This design comes from an exercise in tuning for small area, a short achievable clock period and few clock cycles on the open sky130 flow, not from production work. Only simulation tests tie the RTL to the original design; equivalence was not proved.

<file path="design.v">
module cypress_hr_first (
    input  wire [127:0] s_in,    
    output wire [127:0] s_out
);
    wire [31:0] a0 = s_in[31:0];
    wire [31:0] b0 = s_in[63:32];
    wire [31:0] c0 = s_in[95:64];
    wire [31:0] d0 = s_in[127:96];
    wire [31:0] a1  = a0 + b0;
    wire [31:0] dx1 = d0 ^ a1;
    wire [31:0] d1  = {dx1[15:0], dx1[31:16]};    
    wire [31:0] c1  = c0 + d1;
    wire [31:0] bx1 = b0 ^ c1;
    wire [31:0] b1  = {bx1[19:0], bx1[31:20]};    
    assign s_out = {d1, c1, b1, a1};
endmodule
module cypress_hr_second (
    input  wire [127:0] s_in,
    output wire [127:0] s_out
);
    wire [31:0] a1 = s_in[31:0];
    wire [31:0] b1 = s_in[63:32];
    wire [31:0] c1 = s_in[95:64];
    wire [31:0] d1 = s_in[127:96];
    wire [31:0] a2  = a1 + b1;
    wire [31:0] dx2 = d1 ^ a2;
    wire [31:0] d2  = {dx2[23:0], dx2[31:24]};    
    wire [31:0] c2  = c1 + d2;
    wire [31:0] bx2 = b1 ^ c2;
    wire [31:0] b2  = {bx2[24:0], bx2[31:25]};    
    assign s_out = {d2, c2, b2, a2};
endmodule
module cypress_halfround (
    input  wire [127:0] s_in,
    output wire [127:0] s_out
);
    wire [127:0] m;
    cypress_hr_first  u_a (.s_in(s_in), .s_out(m));
    cypress_hr_second u_b (.s_in(m),    .s_out(s_out));
endmodule
module cypress_core (
    input  wire         clk,
    input  wire         rst,
    input  wire         cmd_valid,
    output wire         cmd_ready,
    input  wire [1:0]   cmd_op,
    input  wire [255:0] cmd_data,
    output reg          rsp_valid,
    output reg          rsp_err,
    output reg  [255:0] rsp_data
);
    localparam [1:0] T_IDLE = 2'd0, T_BLK = 2'd1, T_AUX = 2'd2, T_KEY = 2'd3;
    localparam       OP_HR = 1'b0, OP_ADD = 1'b1;
    localparam       Y_LO = 1'b0, Y_KR = 1'b1;
    function automatic [127:0] add4(input [127:0] p, input [127:0] q);
        integer j;
        begin
            for (j = 0; j < 4; j = j + 1)
                add4[32*j +: 32] = p[32*j +: 32] + q[32*j +: 32];
        end
    endfunction
    reg          ph;                    
    reg  [127:0] p1, p2;                
    reg  [127:0] rk [0:9];              
    reg  [3:0]   roff;                  
    reg  [127:0] ak;                    
    reg          kbusy;                 
    reg          rkv;                   
    reg          seen;                  
    reg  [1:0]   seen_op;               
    reg          spec;                  
    reg  [1:0]   cur_st, oth_st;
    reg  [4:0]   cur_pc, oth_pc;
    reg  [3:0]   cur_kr, oth_kr;        
    reg          cur_dec, oth_dec;
    reg  [127:0] cur_lo, cur_hi, oth_lo, oth_hi;
    reg          t1_op, t2_op;          
    reg  [127:0] t1_y;                  
    reg  [3:0]   t1_kr;                 
    reg          t1_wr;                 
    wire [127:0] s1;
    cypress_hr_first u_s1 (.s_in(p1), .s_out(s1));
    wire [127:0] sum  = add4(p1, t1_y);
    wire [127:0] p2_n = t1_op ? sum : s1;
    wire [127:0] s2;
    cypress_hr_second u_s2 (.s_in(p2), .s_out(s2));
    wire [127:0] h = t2_op ? p2 : s2;
    wire can_blk = !kbusy && (cur_st == T_IDLE);
    wire can_drv = !kbusy && (cur_st == T_IDLE) && (oth_st == T_IDLE) && !ph;
    assign cmd_ready = spec || (seen && (seen_op[1] ? can_blk : can_drv));
    wire acc = cmd_ready && !spec;     
    wire [3:0]   rnd   = cur_pc[4:1];
    wire         mixhi = (cur_st == T_BLK) ? rnd[0] ^ cur_dec :
                         (cur_st == T_KEY);              
    wire [127:0] obase = mixhi ? cur_lo : cur_hi;
    wire [127:0] other = obase ^ h;
    wire         rend  = (cur_st == T_BLK) && cur_pc[0] && (rnd != 4'd9);
    wire [3:0]   kx    = !rend ? {seen_op[0], 2'b00, seen_op[0]} :
                         cur_dec ? 4'd8 - rnd : rnd + 4'd1;
    wire [4:0]   kpos  = roff + kx;
    wire [127:0] key   = rk[(kpos > 5'd9) ? kpos - 5'd10 : kpos];
    wire [127:0] okey  = obase ^ ((cur_st == T_BLK) ? key : 128'd0);
    wire [127:0] inj   = (seen_op == 2'b11 ? cmd_data[255:128] : cmd_data[127:0]) ^
                         (!seen_op[1] ? {32'd1, 96'd0} : key);
    reg          p1_h, p1_x, lo_o, hi_o;
    reg  [127:0] p1_alt, lo_alt, hi_alt;
    wire [3:0]   kr_n = cur_kr + ((cur_pc[2:0] == 3'd7) ? 4'd2 : 4'd0);
    wire [127:0] kadd = add4(ak, {4{32'h000F000F << kr_n}});
    reg  [1:0]   n_st;
    reg          n_ys;
    reg  [4:0]   n_pc;
    reg          n_op, n_dec;
    reg  [3:0]   n_kr;
    reg          n_wr, rot, kdone, drv_acc, t1_start, spec_n, ak_we;
    reg          r_v, r_err, r_ak;
    always @* begin
        p1_h = 1'b1; p1_x = 1'b0; p1_alt = inj;
        lo_o = 1'b0; hi_o = 1'b0;
        n_st = cur_st; n_pc = cur_pc + 5'd1; n_op = OP_HR;
        n_ys = Y_LO; n_kr = cur_kr; n_dec = cur_dec;
        lo_alt = cur_lo; hi_alt = cur_hi;
        n_wr = 1'b0; rot = 1'b0; kdone = 1'b0;
        drv_acc = 1'b0; t1_start = 1'b0; spec_n = 1'b0; ak_we = 1'b0;
        r_v = 1'b0; r_err = 1'b0; r_ak = 1'b0;
        case (cur_st)
            T_IDLE: if (acc) begin
                if (!seen_op[1]) begin
                    drv_acc = 1'b1;
                    p1_h = 1'b0;
                    n_pc = 5'd0;
                    n_st = T_AUX;
                end else begin
                    lo_alt = cmd_data[127:0]; hi_alt = cmd_data[255:128];
                    n_dec = seen_op[0];
                    if (!rkv) begin
                        r_v = 1'b1; r_err = 1'b1;
                    end else begin
                        p1_h = 1'b0;
                        n_pc = 5'd0;
                        n_st = T_BLK;
                    end
                end
            end
            T_BLK: if (cur_pc[0]) begin
                lo_o = mixhi;
                hi_o = !mixhi;
                if (rnd == 4'd9) begin
                    r_v = 1'b1;
                    if (seen && seen_op[1] && !spec) begin
                        spec_n = 1'b1;
                        p1_h = 1'b0;
                        n_pc = 5'd0;
                        n_dec = seen_op[0];
                    end else begin
                        n_st = T_IDLE;
                    end
                end else begin
                    p1_x = 1'b1;
                end
            end
            T_AUX: case (cur_pc[2:0])
                3'd1: begin n_op = OP_ADD; n_ys = Y_KR; end   
                3'd4: p1_x = 1'b1;                            
                3'd6: begin                                   
                    ak_we = 1'b1;
                    n_st = T_KEY; n_pc = 5'd0; n_kr = 4'd0;
                    t1_start = 1'b1;
                end
                default: ;
            endcase
            T_KEY: case (cur_pc[2:0])
                3'd0: begin                           
                    lo_alt = kadd;
                    p1_h = 1'b0; p1_alt = cur_hi;
                    n_op = OP_ADD;
                    n_pc = 5'd2;
                    if (!cur_kr[0]) begin             
                        r_v = 1'b1; r_ak = 1'b1;
                    end
                end
                3'd1: n_pc = 5'd0;                    
                3'd4: p1_x = 1'b1;                    
                3'd6: begin n_op = OP_ADD; n_wr = 1'b1; end      
                3'd7: begin                           
                    if (cur_kr[3]) begin
                        n_st = T_IDLE;
                        kdone = cur_kr[0];
                    end else begin
                        rot = cur_kr[0];
                        n_kr = cur_kr + 4'd2;
                        lo_alt = kadd;
                        p1_h = 1'b0; p1_alt = {cur_hi[95:0], oth_hi[127:96]};
                        n_op = OP_ADD;
                        n_pc = 5'd2;
                    end
                end
                default: ;
            endcase
        endcase
    end
    wire [127:0] p1_n = p1_h ? h ^ (p1_x ? okey : 128'd0) : p1_alt;
    wire [127:0] n_lo = lo_o ? other : lo_alt;
    wire [127:0] n_hi = hi_o ? other : hi_alt;
    integer i;
    always @(posedge clk) begin
        p2 <= p2_n;
        p1 <= p1_n;
        t1_op <= n_op; t1_kr <= n_kr; t1_wr <= n_wr;
        t1_y  <= (n_ys == Y_KR) ? oth_hi : lo_alt;  
        t2_op <= t1_op;
        for (i = 0; i < 9; i = i + 1)
            rk[i] <= rk[i + 1];
        rk[9] <= t1_wr ? sum : rk[0];
        roff  <= (t1_wr && t1_kr == 4'd0) ? 4'd9 :
                 (roff == 4'd0) ? 4'd9 : roff - 4'd1;
        if (ak_we) ak <= h;
        oth_pc  <= n_pc;    cur_pc  <= oth_pc;
        oth_kr  <= n_kr;    cur_kr  <= oth_kr;
        oth_dec <= n_dec;   cur_dec <= oth_dec;
        oth_lo  <= n_lo;
        oth_hi  <= n_hi;
        cur_lo  <= spec ? cmd_data[127:0]   : oth_lo;
        cur_hi  <= spec ? cmd_data[255:128] : oth_hi;
        if (drv_acc) begin
            oth_hi <= cmd_data[127:0];
            cur_hi <= cmd_data[255:128];
        end
        if (rot) begin
            cur_hi <= {oth_hi[95:0], cur_hi[127:96]};
            oth_hi <= {cur_hi[95:0], oth_hi[127:96]};
        end
        if (t1_start) begin
            cur_pc <= 5'd1; cur_kr <= 4'd1;       
        end
        if (r_v) rsp_err <= r_err;
        rsp_data <= {hi_o ? other : (r_ak ? 128'd0 : hi_alt),
                     lo_o ? other : (r_ak ? ak : lo_alt)};
        if (rst) begin
            ph        <= 1'b0;
            cur_st    <= T_IDLE;
            oth_st    <= T_IDLE;
            kbusy     <= 1'b0;
            rkv       <= 1'b0;
            rsp_valid <= 1'b0;
            seen      <= 1'b0;
            seen_op   <= 2'd0;
            spec      <= 1'b0;
        end else begin
            ph        <= ~ph;
            rsp_valid <= r_v;
            seen      <= cmd_valid && !cmd_ready;
            seen_op   <= cmd_op;
            spec      <= spec_n;
            oth_st    <= n_st;
            cur_st    <= t1_start ? T_KEY : oth_st;
            if (drv_acc) begin
                kbusy <= 1'b1;
                rkv   <= 1'b0;
            end
            if (kdone) begin
                kbusy <= 1'b0;
                rkv   <= 1'b1;
            end
        end
    end
endmodule
</file>
<file path="flow/run.sh">
#!/bin/bash
set -euo pipefail
bash standard.sh SETUP_SLACK_MARGIN=15 TNS_END_PERCENT=10 finish > flow.log 2>&1
</file>
<file path="standard.sh">
#!/bin/bash
# synth_recipe.tcl (not shown) runs the flow's synth.tcl, then flattens the netlist and writes it again
# the make line also repeats each setting of config.mk as NAME=value (left out here)
make -C /OpenROAD-flow-scripts/flow DESIGN_CONFIG=/design/flow/config.mk WORK_HOME=/design/flow/orfs CLKGATE_MAP_FILE= SYNTH_SCRIPT=/design/flow/synth_recipe.tcl "${@:-finish}"
</file>
<file path="config.mk">
export PLATFORM = sky130hd
export DESIGN_NAME = cypress_core
export DESIGN_NICKNAME = cypress_core
export VERILOG_FILES = /design/flow/design.v
export SDC_FILE = /design/flow/constraint.sdc
export NUM_CORES = 4
export LEC_CHECK = 0
export CAP_MARGIN = 20
export CORE_MARGIN = 2
export CORE_UTILIZATION = 30
export SLEW_MARGIN = 20
</file>
<file path="constraint.sdc">
create_clock -name core_clock -period 20.0 [get_ports {clk}]
set_input_delay 4.0000 -clock core_clock [delete_from_list [all_inputs] [get_ports {clk}]]
set_output_delay 4.0000 -clock core_clock [all_outputs]
set_load 0.01 [all_outputs]
</file>
==> flow_metrics.env <==
export IMPL_status="finished clean"
export IMPL_initial_core_util=0.301
export IMPL_antenna_left=0
export IMPL_drc=0
export IMPL_syn_inst=13200
export IMPL_clk_latency_ns=0.93
export IMPL_fmax_mhz=158
export IMPL_end_kind="register"
export IMPL_die_h_um=641
export IMPL_grt_antenna_before_repair=98
export IMPL_htree_levels=5
export IMPL_io_buffers=519
export IMPL_tightest_slew_ns=1.36
export IMPL_drv_slew=0
export IMPL_vias_per_cell=6.11
export IMPL_crit_top_cell="xnor2_1"
export IMPL_syn_nets=13900
export IMPL_grt_ovfl_total=0
export IMPL_cts_tree="yes"
export IMPL_clkSinkCount=2600
export IMPL_ys_seq_area_frac=0.438
export IMPL_grt_pass1_vias=108000
export IMPL_hold_violations=0
export IMPL_cts_made_buffers=269
export IMPL_synth_ff_type="dfxtp_1"
export IMPL_grt_pass1_wl_mm=924
export IMPL_grt_usage=0.323
export IMPL_core_area_um2=406000
export IMPL_cp_arrival_ns=6.93
export IMPL_worst_ep_required_time_ns=20.62
export IMPL_use_met1=0.385
export IMPL_worst_path_max_delay_cell="xnor2_1"
export IMPL_fin_crit_sh=0.316
export IMPL_skew_ns=0.0610
export IMPL_clk_path_buf_depth=4
export IMPL_cp_num_buf_inv=2
export IMPL_postCtsHoldBufs=0
export IMPL_busiest_layer="met2"
export IMPL_die_x_um=641
export IMPL_tns_ns=0
export IMPL_grt_max_degree=143
export IMPL_grt_use_met3=0.149
export IMPL_synthArstFlopShare=0
export IMPL_synth_top_area_frac=0.406
export IMPL_drt_iter0_drc=20100
export IMPL_synth_common_cells="dfxtp_1, nand2_1, o21ai_0, a21oi_1, clkbuf_1"
export IMPL_worstSetupPathType="reg -> reg"
export IMPL_synth_avg_cell_area_um2=9.22
export IMPL_period_minus_slack_ns=6.31
export IMPL_dr_pass1_iters=9
export IMPL_synth_seq_cells=2600
export IMPL_nets=14600
export IMPL_finalWirelength_mm=706
export IMPL_synthTopCellsByArea="dfxtp_1, mux2i_1, o21ai_0"
export IMPL_avgRoutedWirePerCell_um=35.9
export IMPL_place_gp_congestion=1.12
export IMPL_min_path_type="reg -> reg"
export IMPL_cp_max_fo=4
export IMPL_ys_types=100
export IMPL_dr_total_vias=120000
export IMPL_cp_cell_sequence="ha_4 -> o211ai_1 -> o211ai_1 -> buf_4 -> a211oi_4 -> buf_6 -> o31a_1 -> o21ai_2 -> xnor2_1 -> xnor2_2 -> ha_1 -> a21o_1 -> a21oi_1 -> xnor2_1 -> xnor2_1 -> nor2_1 -> a21oi_2 -> xnor2_1 -> o22ai_1"
export IMPL_synth_edf_count=129
export IMPL_drive_above_1_share=0.189
export IMPL_ios=520
export IMPL_max_stage_delay_ns=0.81
export IMPL_critical_path_top_delay_family="compound AO/OA/AOI/OAI gates"
export IMPL_rsz0062_at_grt="true"
export IMPL_relSlewSlack=0.0804
export IMPL_max_cap_violations=0
export IMPL_synth_top_cell_by_area="dfxtp_1"
export IMPL_crit_path_start_kind="register"
export IMPL_row_count=234
export IMPL_synth_most_common_cell="dfxtp_1"
export IMPL_final_setup_viol_count=0
export IMPL_yosys_warnings=2
export IMPL_use_met2=0.447
export IMPL_syn_area_um2=122000
export IMPL_clk_pin_slew_ns=0.07
export IMPL_cts_root_buf="clkbuf_16"
export IMPL_dieArea_um2=411000
export IMPL_layout_area_overhead_vs_synth_pct=26.9
export IMPL_hpwl_mm=490
==> layer usage <==
metal	routed length, um	share of wire
met5	603	0.00085
met4	67500	0.096
met3	109000	0.15
met2	276000	0.39
met1	253000	0.36
==> timing repair <==
item                                    CTS  global route
buffers inserted                        325           157
cloned                                   48            11
resized for setup                       985           415
hold endpoints to repair                  0             0
pin swaps                               339           236
endpoints found under the setup margin  998           944
==> cell usage in the layout (no fill, tap or decap), types with 90 or more instances in the layout <==
cell / count
xnor2_1: 459
nand2_1: 1279
a22oi_1: 217
nand3_1: 455
buf_4: 561
nor3_1: 175
clkdlybuf4s50_1: 515
a21o_1: 225
ha_1: 342
o211ai_1: 91
dfxtp_1: 2428
edfxtp_1: 129
nor2_1: 628
inv_1: 259
clkbuf_16: 289
a31oi_1: 104
buf_12: 91
mux2_2: 394
and3_1: 204
o21ai_0: 965
a221oi_1: 115
xor2_1: 279
a22o_1: 90
a21oi_1: 714
mux2i_1: 520
==> registers in the layout (all words and copies together), names as in the netlist, 2 cells and up <==
register,cells
seen_op,2
cur_st,2
cur_hi,128
cur_kr,4
p1,128
oth_pc,5
p2,128
rk,1280
oth_st,2
cur_lo,128
t1_kr,4
ak,128
cur_pc,5
oth_lo,128
t1_y,128
oth_hi,128
rsp_data,256
roff,4
==> layout make-up <==
cell class	count	area [um2]
diodes	80	200
clock inverters	109	1140
well taps	5428	6790
inverters	278	1080
multi-input cells	9490	70700
clock buffers	356	7670
fillers	39900	251000
repair buffers	1315	13700
repair inverters	1	8.76
flip-flops and latches	2600	53400
==> through the flow <==
stage	cell area [um2]	hold WS [ns]	instances	util	setup slack, ns
5_1_grt	155000	0.329	19600	0.381	13.79
3_3_place_gp	133000	0.310	18600	0.329	11.92
2_1_floorplan	122000	0.310	13200	-	14.72
6_report	155000	0.299	19700	0.381	13.69
3_5_place_dp	133000	0.312	18600	0.329	11.91
4_1_cts	151000	0.308	19400	0.372	13.97
==> cells by family (layout without fill, tap and decap cells) <==
| group | Yosys count | in the layout | share of synthesized area |
|---|---|---|---|
| and+or+nand+nor | 3484 | 3497 | 0.134 |
| xor gates and xnor gates | 856 | 856 | 0.0628 |
| other | 0 | 80 | 0 |
| muxes | 943 | 948 | 0.0816 |
| DFF | 2600 | 2600 | 0.438 |
| buffers and inverters | 1156 | 2059 | 0.0378 |
| adders and majority gates | 412 | 412 | 0.0431 |
| AOI/OAI and AO/OA | 3772 | 3777 | 0.203 |
==> final timing paths <==
check / from / endpoint / slack [ns] / cells past startpoint
hold reg to reg: rk[6][102]$_DFF_P_ / rk[5][102]$_DFF_P_ / 0.30 / 0
hold / removal: rk[6][102]$_DFF_P_ / rk[5][102]$_DFF_P_ / 0.30 / 0
setup reg to reg: p2[35]$_DFF_P_ / rsp_data[170]$_DFF_P_ / 13.69 / 19
setup / recovery: p2[35]$_DFF_P_ / rsp_data[170]$_DFF_P_ / 13.69 / 19
Testbench counts, summed over its fixed seeds: cycles 12,872.

-- separate check: timing with driven ports --
The flow's constraints put no driver on any port. The routed layout listed below was extracted and timed again, unchanged, in two steps. Step 1: set_driving_cell puts a clkbuf_16 on clk and a buf_2 on each other input, an assumption about the parent block. Step 2 adds t to the input delays and takes it off the output delays; t is the mean of the earliest and latest rising clock arrival at the registers after step 1. Input paths then give back, and output paths get back, about the clock's delay inside the block. Three values: no drivers, after step 1, after step 2; two values: the first two.
shift t [ns]: 1.016
setup WS [ns]: 13.687 / 13.687 / 13.436
hold WS [ns]: 0.299 / 0.299 / 0.299
worst data-port slew with drivers (ns): 0.32
After both steps setup and hold are still met in this run. The setup slack of this run moves by 0.000 ns with the drivers and by -0.251 ns with both steps.
